This is an optimization exercise on Yosys and OpenROAD, whose aim is small area, a short achievable clock period and few clock cycles per item, not a production implementation.
RTL that was checked went through simulation tests only; none was proved equivalent to the original.
No functional check of the RTL was part of run 2.
No activity file was given, so power comes from the tool's default toggle rates.

## design.v

```verilog
module fastpfor_pack (
    input  wire         clk,
    input  wire         rst,
    input  wire         in_valid,
    output wire         in_ready,
    input  wire [127:0] in_data,
    input  wire [5:0]   in_width,
    output reg          out_valid,
    input  wire         out_ready,
    output reg  [31:0]  out_word
);
    reg [127:0] hold;
    reg [5:0]   hold_w;
    reg         hold_valid;
    reg [1:0]   lane;
    reg [2:0]   beat;        
    reg [5:0]   chunk_w;     
    reg [63:0]  acc;
    reg [5:0]   fill;
    wire out_free = !out_valid || out_ready;
    wire step     = hold_valid && out_free;           
    wire consume  = step && (lane == 2'd3);            
    assign in_ready = !hold_valid || consume;
    wire accept   = in_valid && in_ready;
    wire [5:0]  beat_w = (beat == 3'd0) ? in_width : chunk_w;
    wire [31:0] v     = hold[32*lane +: 32];
    wire [31:0] mask  = (hold_w >= 6'd32) ? 32'hFFFF_FFFF : ((32'd1 << hold_w) - 32'd1);
    wire [63:0] field = {32'd0, v & mask} << fill;
    wire [63:0] nacc  = acc | field;
    wire [6:0]  nfill = {1'b0, fill} + {1'b0, hold_w};
    always @(posedge clk) begin
        if (rst) begin
            hold       <= 128'd0;
            hold_w     <= 6'd0;
            hold_valid <= 1'b0;
            lane       <= 2'd0;
            beat       <= 3'd0;
            chunk_w    <= 6'd0;
            acc        <= 64'd0;
            fill       <= 6'd0;
            out_valid  <= 1'b0;
            out_word   <= 32'd0;
        end else begin
            if (out_valid && out_ready)
                out_valid <= 1'b0;
            if (step) begin
                lane <= lane + 2'd1;
                if (nfill >= 7'd32) begin
                    out_word  <= nacc[31:0];
                    out_valid <= 1'b1;
                    acc       <= nacc >> 32;
                    fill      <= nfill[5:0] - 6'd32;
                end else begin
                    acc  <= nacc;
                    fill <= nfill[5:0];
                end
            end
            if (accept) begin
                hold       <= in_data;
                hold_w     <= beat_w;
                hold_valid <= 1'b1;
                beat       <= beat + 3'd1;
                if (beat == 3'd0)
                    chunk_w <= in_width;
            end else if (consume) begin
                hold_valid <= 1'b0;
            end
        end
    end
endmodule
```

## run.sh

```bash
#!/bin/bash
# synth_recipe.tcl (not shown) runs the flow's synth.tcl, then flattens the netlist and writes it again
# the make line also repeats each setting of config.mk as NAME=value (left out here)
make -C /OpenROAD-flow-scripts/flow DESIGN_CONFIG=/design/flow/config.mk WORK_HOME=/design/flow/orfs CLKGATE_MAP_FILE= SYNTH_SCRIPT=/design/flow/synth_recipe.tcl finish
```

## config.mk

```make
export PLATFORM = sky130hd
export DESIGN_NAME = fastpfor_pack
export DESIGN_NICKNAME = fastpfor_pack
export VERILOG_FILES = /design/flow/design.v
export SDC_FILE = /design/flow/constraint.sdc
export NUM_CORES = 4
export LEC_CHECK = 0
export CAP_MARGIN = 20
export CORE_MARGIN = 2
export CORE_UTILIZATION = 40
export SLEW_MARGIN = 20
```

## constraint.sdc

```tcl
create_clock -name core_clock -period 8.0 [get_ports {clk}]
set_input_delay 1.6000 -clock core_clock [delete_from_list [all_inputs] [get_ports {clk}]]
set_output_delay 1.6000 -clock core_clock [all_outputs]
set_load 0.01 [all_outputs]
```

==> results of run 1 <==
==> synthesized netlist by cell type (all sizes together) (13+ instances only) <==
library cell  count
mux4             42
nand3            22
a311oi           14
o211ai           17
nand2           346
inv              27
o22ai            18
nor3             56
mux2i            41
and2             14
clkbuf          119
dfxtp           243
o21ai            84
a21oi           213
o211a            18
a221oi           13
nor2            143
buf              35
mux2             16
a211oi           47
o31ai            21
a31oi            19
==> through the flow <==
stage,cells,hold WS [ns]
after floorplan,1783,0.4329
after global placement,2282,0.4396
after detailed placement,2282,0.4440
after CTS,2328,0.4522
after global routing,2328,0.4701
final,2328,0.4521
==> how the worst max path moves through the flow <==
stage | start | to | slack [ns]
floorplan | hold_w[3] | acc[8] | 4.04
global placement | hold_w[5] | acc[24] | 3.30
detailed placement | hold_w[5] | acc[24] | 3.13
CTS | hold_w[5] | acc[24] | 3.11
global route | hold_w[5] | acc[24] | 2.71
finish | hold_w[5] | acc[24] | 2.99
==> sequential cells by signal, indices dropped and copies added, names as in the netlist <==
name	flops
hold	128
fill	6
hold_valid	1
beat	3
acc	64
out_word	32
hold_w	6
lane	2
out_valid	1
==> layout make-up <==
type	count	area (sq um)	area share, %
multi-input combinational	1358	8542	50.83
clock inverter	4	33.78	0.2010
tap	455	569.3	3.388
sequential	243	4868	28.97
timing repair buffer	198	1916	11.40
clock buffer	42	770.7	4.586
inverter	28	105.1	0.6254
==> logic make-up (layout without fill, tap and decap cells) <==
kind of cell	Yosys count	count (layout)	share of synthesized area [%]
AND/OR/NAND/NOR	628	628	18.80
AO/OA/AOI/OAI	612	612	29.08
flip-flops	243	243	34.50
buffers and inverters	182	272	5.112
multiplexers	99	99	10.95
adder cells (fa/ha/maj)	12	12	1.118
XOR/XNOR	7	7	0.4349
==> per-layer routing <==
metal	share of wire, %	GRT usage (%)	wire length (um)	vias to the layer above
li1	-	-	-	6708
met4	3.4	9.201	1748	0
met3	9.9	6.559	5154	119
met1	43	38.10	22100	6916
met5	0	0	0	-
met2	44	43.03	22990	712
==> cell usage in the layout, fill, tap and decap left out, types with 7 or more instances in the layout <==
| cell type | count |
|---|---|
| buf_4 | 27 |
| a22oi_1 | 9 |
| nand3_1 | 22 |
| nor3_1 | 56 |
| nor2_1 | 143 |
| a22o_1 | 9 |
| a311oi_1 | 14 |
| o31ai_1 | 21 |
| o211ai_1 | 17 |
| o211a_1 | 18 |
| o22ai_1 | 17 |
| o221ai_1 | 9 |
| o2bb2ai_1 | 7 |
| mux2_2 | 14 |
| a31oi_1 | 19 |
| clkbuf_1 | 10 |
| mux4_2 | 42 |
| nand2_1 | 345 |
| o21ai_0 | 81 |
| a221o_1 | 10 |
| and2_1 | 12 |
| clkbuf_16 | 26 |
| clkdlybuf4s50_1 | 170 |
| o31a_1 | 8 |
| dfxtp_1 | 240 |
| a211oi_1 | 47 |
| a21oi_1 | 212 |
| a21o_1 | 11 |
| ha_1 | 11 |
| mux2i_1 | 41 |
| inv_1 | 24 |
| a221oi_1 | 13 |
| o32ai_1 | 8 |
| a211o_1 | 10 |
| o21a_1 | 10 |
==> power by group through the flow <==
stage | logic (mW) | registers [mW] | clock network, mW
after floorplan | 0.453 | 1.33 | 0
after global placement | 0.691 | 1.35 | 0
after detailed placement | 0.693 | 1.35 | 0
after CTS | 0.696 | 1.33 | 1.17
after global routing | 0.762 | 1.33 | 1.22
final | 0.707 | 1.32 | 1.16
==> critical path: cells and delay by family (launching register included) <==
family	cells	cell delay (ns)
compound gates	7	2.09
flops	1	0.81
simple gates	3	0.93
fa+ha+maj	1	0.63
buf+inv	1	0.49
==> summary.txt, run 1 <==
post-CTS sizing 0; post-route cell area 16,800 sq um; H-Tree Depth 1; DRC 0; synthesized area per cell 7.907 sq um; TritonRoute pass-1 iters 6; Max Cap Viol 0; final core occ 48.53%; I/O Pins 172; # setup viols final 0; die height 191.7 um; Req. time, crit path 8.47 ns; Rows 68; status timing/DRC/antenna clean; area fraction of the dominant cell type after synthesis 34.50%; worst hold stages 2; slowest CP cell dfxtp_1; Yosys warnings 1; sink of the worst hold path hold[36]; P_int 2.204 mW; Ant. Diodes 0; Main synth FF type dfxtp_1; Least-Margin Pin Slew 1.030 ns; skew final 0.03661 ns; setup bufs post-CTS 0; Max Transition Viols Final 0; TritonCTS clock tree yes; dpl cell area 15,990 sq um; Rel. slew slack 30.64%; total CTS buffers 26; Comb pwr share 22.2%; layout cells sized above 1 8.382%; GP Congestion 0.9679; number of port buffers 171; leakage 6.037 nW; Clock power frac 36.3%; worst r2r src hold_w[5]; post-DP HPWL 36,810 um; final hold vios 0; GRT Overall Usage 27.82%; Worst-path clk slew 0.06 ns; mapped cell area 14,100 sq um; total design power 3.192 mW; register area share after synthesis 34.50%; total global routing overflow 0; Max Freq 199.5 MHz; first-pass GRT wire length 79,430 um; initial antenna violation count 0; vias in the first global route 13.48k; largest net degree at the start of global routing 100; post-synthesis cell type count 85; Peak VDD IR 150.8 uV; Setup TNS 0 ns; Syn-to-layout area delta 19.20%; Wirelength per Cell 22.33 um; CTS Hold Buffers Added 0; Clock Path Buffers 3; leading area contributor after synthesis dfxtp_1; FILL cells 3,429; Core ar. 34,630 sq um; cells after synthesis 1,783; worst-path fanout max 22; Synth area leaders dfxtp_1 (35%), nand2_1 (9.2%), a21oi_1 (7.6%), mux4_2 (6.7%), nor2_1 (3.8%); worst reg2reg path depth 12; DR vias 14.46k; Psw 0.9882 mW; R2R Path End acc[24]; final worst slack 2.987 ns; Synth Register Bits 243; Tmin final 5.013 ns; die area 36,760 sq um; Final period util 62.67%; ANT nets after route 0; Async S/R FF share, synth 0%; Sw Ratio 30.96%; Starting Density 40.71%; Setup crit start kind flip-flop; sequential power share 41.5%; max incr delay on CP 0.81 ns; WL final 51,990 um; Crit Path Class flip-flop to flip-flop; hold crit path type flip-flop to flip-flop; EDFF count, synth 0; Layout Nets 2,005; pre-CTS WS 3.127 ns; Clock Latency Late Sink 0.57 ns; r2r setup slk 2.99 ns; post-synthesis net count 1,933; Min-Delay Startpoint hold[36]; critical-path cell list inv_1 -> nand3_1 -> ha_1 -> or3b_2 -> a211oi_1 -> o41ai_1 -> o21bai_1 -> a221oi_1 -> a22oi_1 -> nand2_1 -> a221oi_1 -> a211oi_1; Vias/cell 6.209; Die W 191.7 um; Worst Setup End Kind flip-flop; Clock Tree Root clkbuf_16; CTS Sinks 243; Crit path arrival time 5.49 ns; drt initial violations 1,837; pwr/cell area 189.9 nW/um^2; RSZ-0062 raised after global routing no
Testbench counts, summed over its fixed seeds: cycles 40,976, chunks 1,280.
==> run 2: changes to the inputs <==
==> design.v (replaced) <==
module fastpfor_pack (
    input  wire         clk,
    input  wire         rst,
    input  wire         in_valid,
    output wire         in_ready,
    input  wire [127:0] in_data,
    input  wire [5:0]   in_width,
    output reg          out_valid,
    input  wire         out_ready,
    output reg  [31:0]  out_word
);
    function [31:0] rotl;
        input [31:0] x;
        input [4:0]  r;
        reg   [31:0] t;
        begin
            t = x;
            if (r[0]) t = {t[30:0], t[31]};
            if (r[1]) t = {t[29:0], t[31:30]};
            if (r[2]) t = {t[27:0], t[31:28]};
            if (r[3]) t = {t[23:0], t[31:24]};
            if (r[4]) t = {t[15:0], t[31:16]};
            rotl = t;
        end
    endfunction
    reg [127:0] hold;
    reg [5:0]   hw;          
    reg         hv;          
    reg         half;        
    reg [2:0]   beat;        
    reg [5:0]   chunk_w;     
    reg [95:0]  acc;
    reg [6:0]   cnt;
    wire out_free = !out_valid || out_ready;
    wire mrg      = hv && (cnt[6:5] == 2'd0);         
    wire wz       = (hw == 6'd0);
    wire consume  = mrg && (half || wz);
    assign in_ready = !hv || consume;
    wire accept   = in_valid && in_ready;
    wire [31:0] mask = hw[5] ? 32'hFFFF_FFFF : ~(32'hFFFF_FFFF << hw[4:0]);
    wire [31:0] v0   = (half ? hold[95:64]  : hold[31:0])  & mask;
    wire [31:0] v1   = (half ? hold[127:96] : hold[63:32]) & mask;
    wire [4:0]  r0   = cnt[4:0];
    wire [5:0]  s1   = {1'b0, cnt[4:0]} + hw;
    wire [4:0]  r1   = s1[4:0];
    wire        q1   = s1[5];
    wire [31:0] rot0 = rotl(v0, r0);
    wire [31:0] rot1 = rotl(v1, r1);
    wire [31:0] th0  = 32'hFFFF_FFFF << r0;
    wire [31:0] th1  = 32'hFFFF_FFFF << r1;
    wire [31:0] m0 = ((rot0 & th0) | (acc[31:0] & ~th0)) | (q1 ? 32'd0 : (rot1 & th1));
    wire [31:0] m1 = (rot0 & ~th0) | (q1 ? (rot1 & th1) : (rot1 & ~th1));
    wire [31:0] m2 = q1 ? (rot1 & ~th1) : 32'd0;
    wire [95:0] mv    = mrg ? {m2, m1, m0} : acc;
    wire [7:0]  total = {1'b0, cnt} + (mrg ? {1'b0, hw, 1'b0} : 8'd0);
    wire        emit  = out_free && (total >= 8'd32);
    always @(posedge clk) begin
        if (emit) begin
            out_word <= mv[31:0];
            acc      <= {32'd0, mv[95:32]};
        end else begin
            acc      <= mv;
        end
        if (accept)
            hold <= in_data;
        if (rst) begin
            hv        <= 1'b0;
            half      <= 1'b0;
            beat      <= 3'd0;
            chunk_w   <= 6'd0;
            hw        <= 6'd0;
            cnt       <= 7'd0;
            out_valid <= 1'b0;
        end else begin
            if (emit)
                out_valid <= 1'b1;
            else if (out_ready)
                out_valid <= 1'b0;
            cnt <= emit ? total[6:0] - 7'd32 : total[6:0];
            if (mrg)
                half <= !half && !wz;
            if (accept) begin
                hv   <= 1'b1;
                hw   <= (beat == 3'd0) ? in_width : chunk_w;
                beat <= beat + 3'd1;
                if (beat == 3'd0)
                    chunk_w <= in_width;
            end else if (consume) begin
                hv <= 1'b0;
            end
        end
    end
endmodule
==> summary.txt, run 2 <==
Yosys warnings 1 (unchanged); Starting Density 40.70% (was 40.71%); Comb pwr share 40.1% (was 22.2%); GP Congestion 0.9829 (was 0.9679); WL final 62,880 um (was 51,990 um); initial antenna violation count 1 (was 0); number of port buffers 171 (unchanged); Clock Latency Late Sink 0.59 ns (was 0.57 ns); Rel. slew slack 23.46% (was 30.64%); # setup viols final 0 (unchanged); post-synthesis cell type count 93 (was 85); cells after synthesis 1,679 (was 1,783); Async S/R FF share, synth 0% (unchanged); Main synth FF type edfxtp_1 (was dfxtp_1); Die W 211.1 um (was 191.7 um); setup bufs post-CTS 0 (unchanged); Clock Tree Root clkbuf_16 (unchanged); Clock power frac 25.4% (was 36.3%); leading area contributor after synthesis edfxtp_1 (was dfxtp_1); die height 211.1 um (was 191.7 um); worst-path fanout max 36 (was 22); Worst Setup End Kind output port (was flip-flop); Least-Margin Pin Slew 1.144 ns (was 1.030 ns); CTS Hold Buffers Added 0 (unchanged); final hold vios 0 (unchanged); register area share after synthesis 41.32% (was 34.50%); Core ar. 42,130 sq um (was 34,630 sq um); status timing/DRC/antenna clean (unchanged); GRT Overall Usage 27.89% (was 27.82%); DRC 0 (unchanged); TritonCTS clock tree yes (unchanged); ANT nets after route 0 (unchanged); gr busiest metal met2 (unchanged); worst hold stages 2 (unchanged); Rows 75 (was 68); Max Transition Viols Final 0 (unchanged); R2R Path End acc[19] (was acc[24]); post-DP HPWL 46,120 um (was 36,810 um); most common cell after layout, fill and taps aside clkdlybuf4s50_1 (was nand2_1); Max Freq 206.7 MHz (was 199.5 MHz); P_int 3.674 mW (was 2.204 mW); skew final 0.01755 ns (was 0.03661 ns); synthesized area per cell 10.21 sq um (was 7.907 sq um); Ant. Diodes 0 (unchanged); Final period util 60.48% (was 62.67%); total CTS buffers 30 (was 26); Crit path arrival time 3.24 ns (was 5.49 ns); total global routing overflow 0 (unchanged); DR vias 15.19k (was 14.46k); Crit Path Class flip-flop to output port (was flip-flop to flip-flop); first-pass GRT wire length 93,880 um (was 79,430 um); Psw 2.119 mW (was 0.9882 mW); Tmin final 4.838 ns (was 5.013 ns); most frequent cells in the layout clkdlybuf4s50_1 (171), nor2_1 (165), edfxtp_1 (160) (was nand2_1 (345), dfxtp_1 (240), a21oi_1 (212)); hold crit path type flip-flop to flip-flop (unchanged); H-Tree Depth 1 (unchanged); I/O Pins 172 (unchanged); sequential power share 34.5% (was 41.5%); EDFF count, synth 160 (was 0); RSZ-0062 raised after global routing no (unchanged); pwr/cell area 285.4 nW/um^2 (was 189.9 nW/um^2); die area 44,540 sq um (was 36,760 sq um); Worst-path clk slew 0.06 ns (about the same); Setup crit start kind flip-flop (unchanged); Sw Ratio 36.58% (was 30.96%); met3 Track Usage GR 5.739% (was 6.559%); drt initial violations 2,044 (was 1,837); count leader, synth nor2_1 (was nand2_1); Setup TNS 0 ns (unchanged); vias in the first global route 14.63k (was 13.48k); Layout Nets 1,931 (was 2,005); dpl cell area 19,260 sq um (was 15,990 sq um); max FFs per register 128 (unchanged); sink of the worst hold path acc[64] (was hold[36]); mapped cell area 17,150 sq um (was 14,100 sq um); area fraction of the dominant cell type after synthesis 28.02% (was 34.50%); Layout Cells excl Fill 2,342 (was 2,328); layout cells sized above 1 14.20% (was 8.382%); pre-CTS WS 3.318 ns (was 3.127 ns); top cells by count, synth nor2_1 (166), edfxtp_1 (160), dfxtp_1 (114), a21oi_1 (112), nand2_1 (110) (was nand2_1 (346), dfxtp_1 (243), a21oi_1 (213), nor2_1 (143), clkbuf_1 (119)); Clock Path Buffers 3 (unchanged); largest net degree at the start of global routing 77 (was 100); met2 usage 42.50% (was 43.03%); post-synthesis net count 1,831 (was 1,933); worst r2r src hw[1] (was hold_w[5]); Synth Register Bits 274 (was 243); leakage 7.139 nW (was 6.037 nW); worst reg2reg path depth 13 (was 12); Min-Delay Startpoint acc[64] (was hold[36]); TritonRoute pass-1 iters 7 (was 6); Syn-to-layout area delta 18.39% (was 19.20%); Max Cap Viol 0 (unchanged); met1 usage 37.60% (was 38.10%); CTS Sinks 274 (was 243); Peak VDD IR 209.6 uV (was 150.8 uV); post-CTS sizing 0 (unchanged); placed insts 2,286 (was 2,282); r2r setup slk 3.27 ns (was 2.99 ns); post-route cell area 20,300 sq um (was 16,800 sq um); Synth area leaders edfxtp_1 (28%), dfxtp_1 (13%), mux4_2 (8.8%), mux2i_1 (5.9%), nor2_1 (3.6%) (was dfxtp_1 (35%), nand2_1 (9.2%), a21oi_1 (7.6%), mux4_2 (6.7%), nor2_1 (3.8%)); Regs by FF count hold x128, acc x96, out_word x32 (was hold x128, acc x64, out_word x32); Top reg by flops hold (unchanged); final worst slack 3.162 ns (was 2.987 ns); Vias/cell 6.487 (was 6.209); Wirelength per Cell 26.85 um (was 22.33 um); Req. time, crit path 6.40 ns (was 8.47 ns)
[run 2: cells by family (layout without fill, tap and decap cells)]
kind of cell	count (synthesis)	in the layout	synth area share [%]
AOI/OAI and AO/OA	538	538	21.96
and+or+nand+nor	443	443	11.91
DFF	274	274	41.32
muxes	222	222	18.35
buffers and inverters	174	298	4.633
adders and majority gates	14	14	1.109
xor gates and xnor gates	14	14	0.7150
[run 2: critical path: stages, from the launching register on]
cell and delay [ns]:
dfxtp_2 0.32, buf_4 0.28, nor4_4 0.71, and2_1 0.39, o21ai_0 0.22, nand2_1 0.15
clkdlybuf4s50_1 0.55
[run 2: per-layer routing]
layer  vias to the layer above  wire length (um)  share of wire, %
li1                       6759                 -                 -
met1                      7410             25940                41
met2                       841             27700                44
met3                       182              5814               9.2
met4                         0              3418               5.4
met5                         -                 0                 0
[run 2: worst max-delay path by stage]
stage               startpoint  slack, ns        to  cells after the start
finish                   hw[5]       3.16  in_ready                      6
global route             hw[1]       2.99   acc[19]                     13
CTS                      hw[5]       3.19  in_ready                      6
detailed placement       hw[1]       3.32   acc[19]                     13
global placement         hw[1]       3.43   acc[19]                     13
floorplan             in_valid       1.33     hw[0]                      5
[run 2: through the flow]
step / hold slack (ns) / util [%] / power, mW
floorplan: 0.4343 / - / 3.494
CTS: 0.4557 / 48.19 / 5.779
detailed placement: 0.4467 / 45.70 / 4.305
global placement: 0.4454 / 45.70 / 4.270
finish: 0.4594 / 48.19 / 5.794
global route: 0.4823 / 48.19 / 6.054
[run 2: area by class of cell]
type | instances | area (sq um)
clock inverters | 8 | 146.4
multi-input cells | 1231 | 9351
flip-flops and latches | 274 | 7093
inverters | 29 | 111.4
well taps | 539 | 674.4
clock buffers | 48 | 899.6
repair buffers | 213 | 2027
fillers | 3866 | 21830
[run 2: power groups by stage]
stage	combinational [mW]	sequential [mW]	clock (mW)
2_1_floorplan	1.45	2.04	0
3_3_place_gp	2.25	2.02	0
3_5_place_dp	2.28	2.03	0
4_1_cts	2.28	2.00	1.49
5_1_grt	2.48	2.03	1.54
6_report	2.32	2.00	1.47

==> static timing again, ports no longer ideal <==
The results above use ideal ports. As a check the final layouts listed here were re-extracted and re-timed, cells and wires unchanged.
Step 1 sets driving cells, clkbuf_16 on the clock port and buf_2 on the other inputs (assumed; they add their load-dependent delay and slew).
Step 2 adds t to the input delays and takes it off the output delays; t is the mean of the earliest and latest rising clock arrival at the registers after step 1. Input paths then give back, and output paths get back, about the clock's delay inside the block.
a / b / c = no drivers / after step 1 / after step 2; a / b = the first two.
| run | shift t [ns] | slack for setup (ns) | worst setup path after step 2 | pins driven straight from the clock port |
|---|---|---|---|---|
| run 1 | 0.601 | 2.987 / 2.987 / 2.987 | register to register | 1 |
| run 2 | 0.632 | 3.162 / 3.107 / 3.268 | register to register | 1 |
After both steps setup and hold are still met in every run listed.
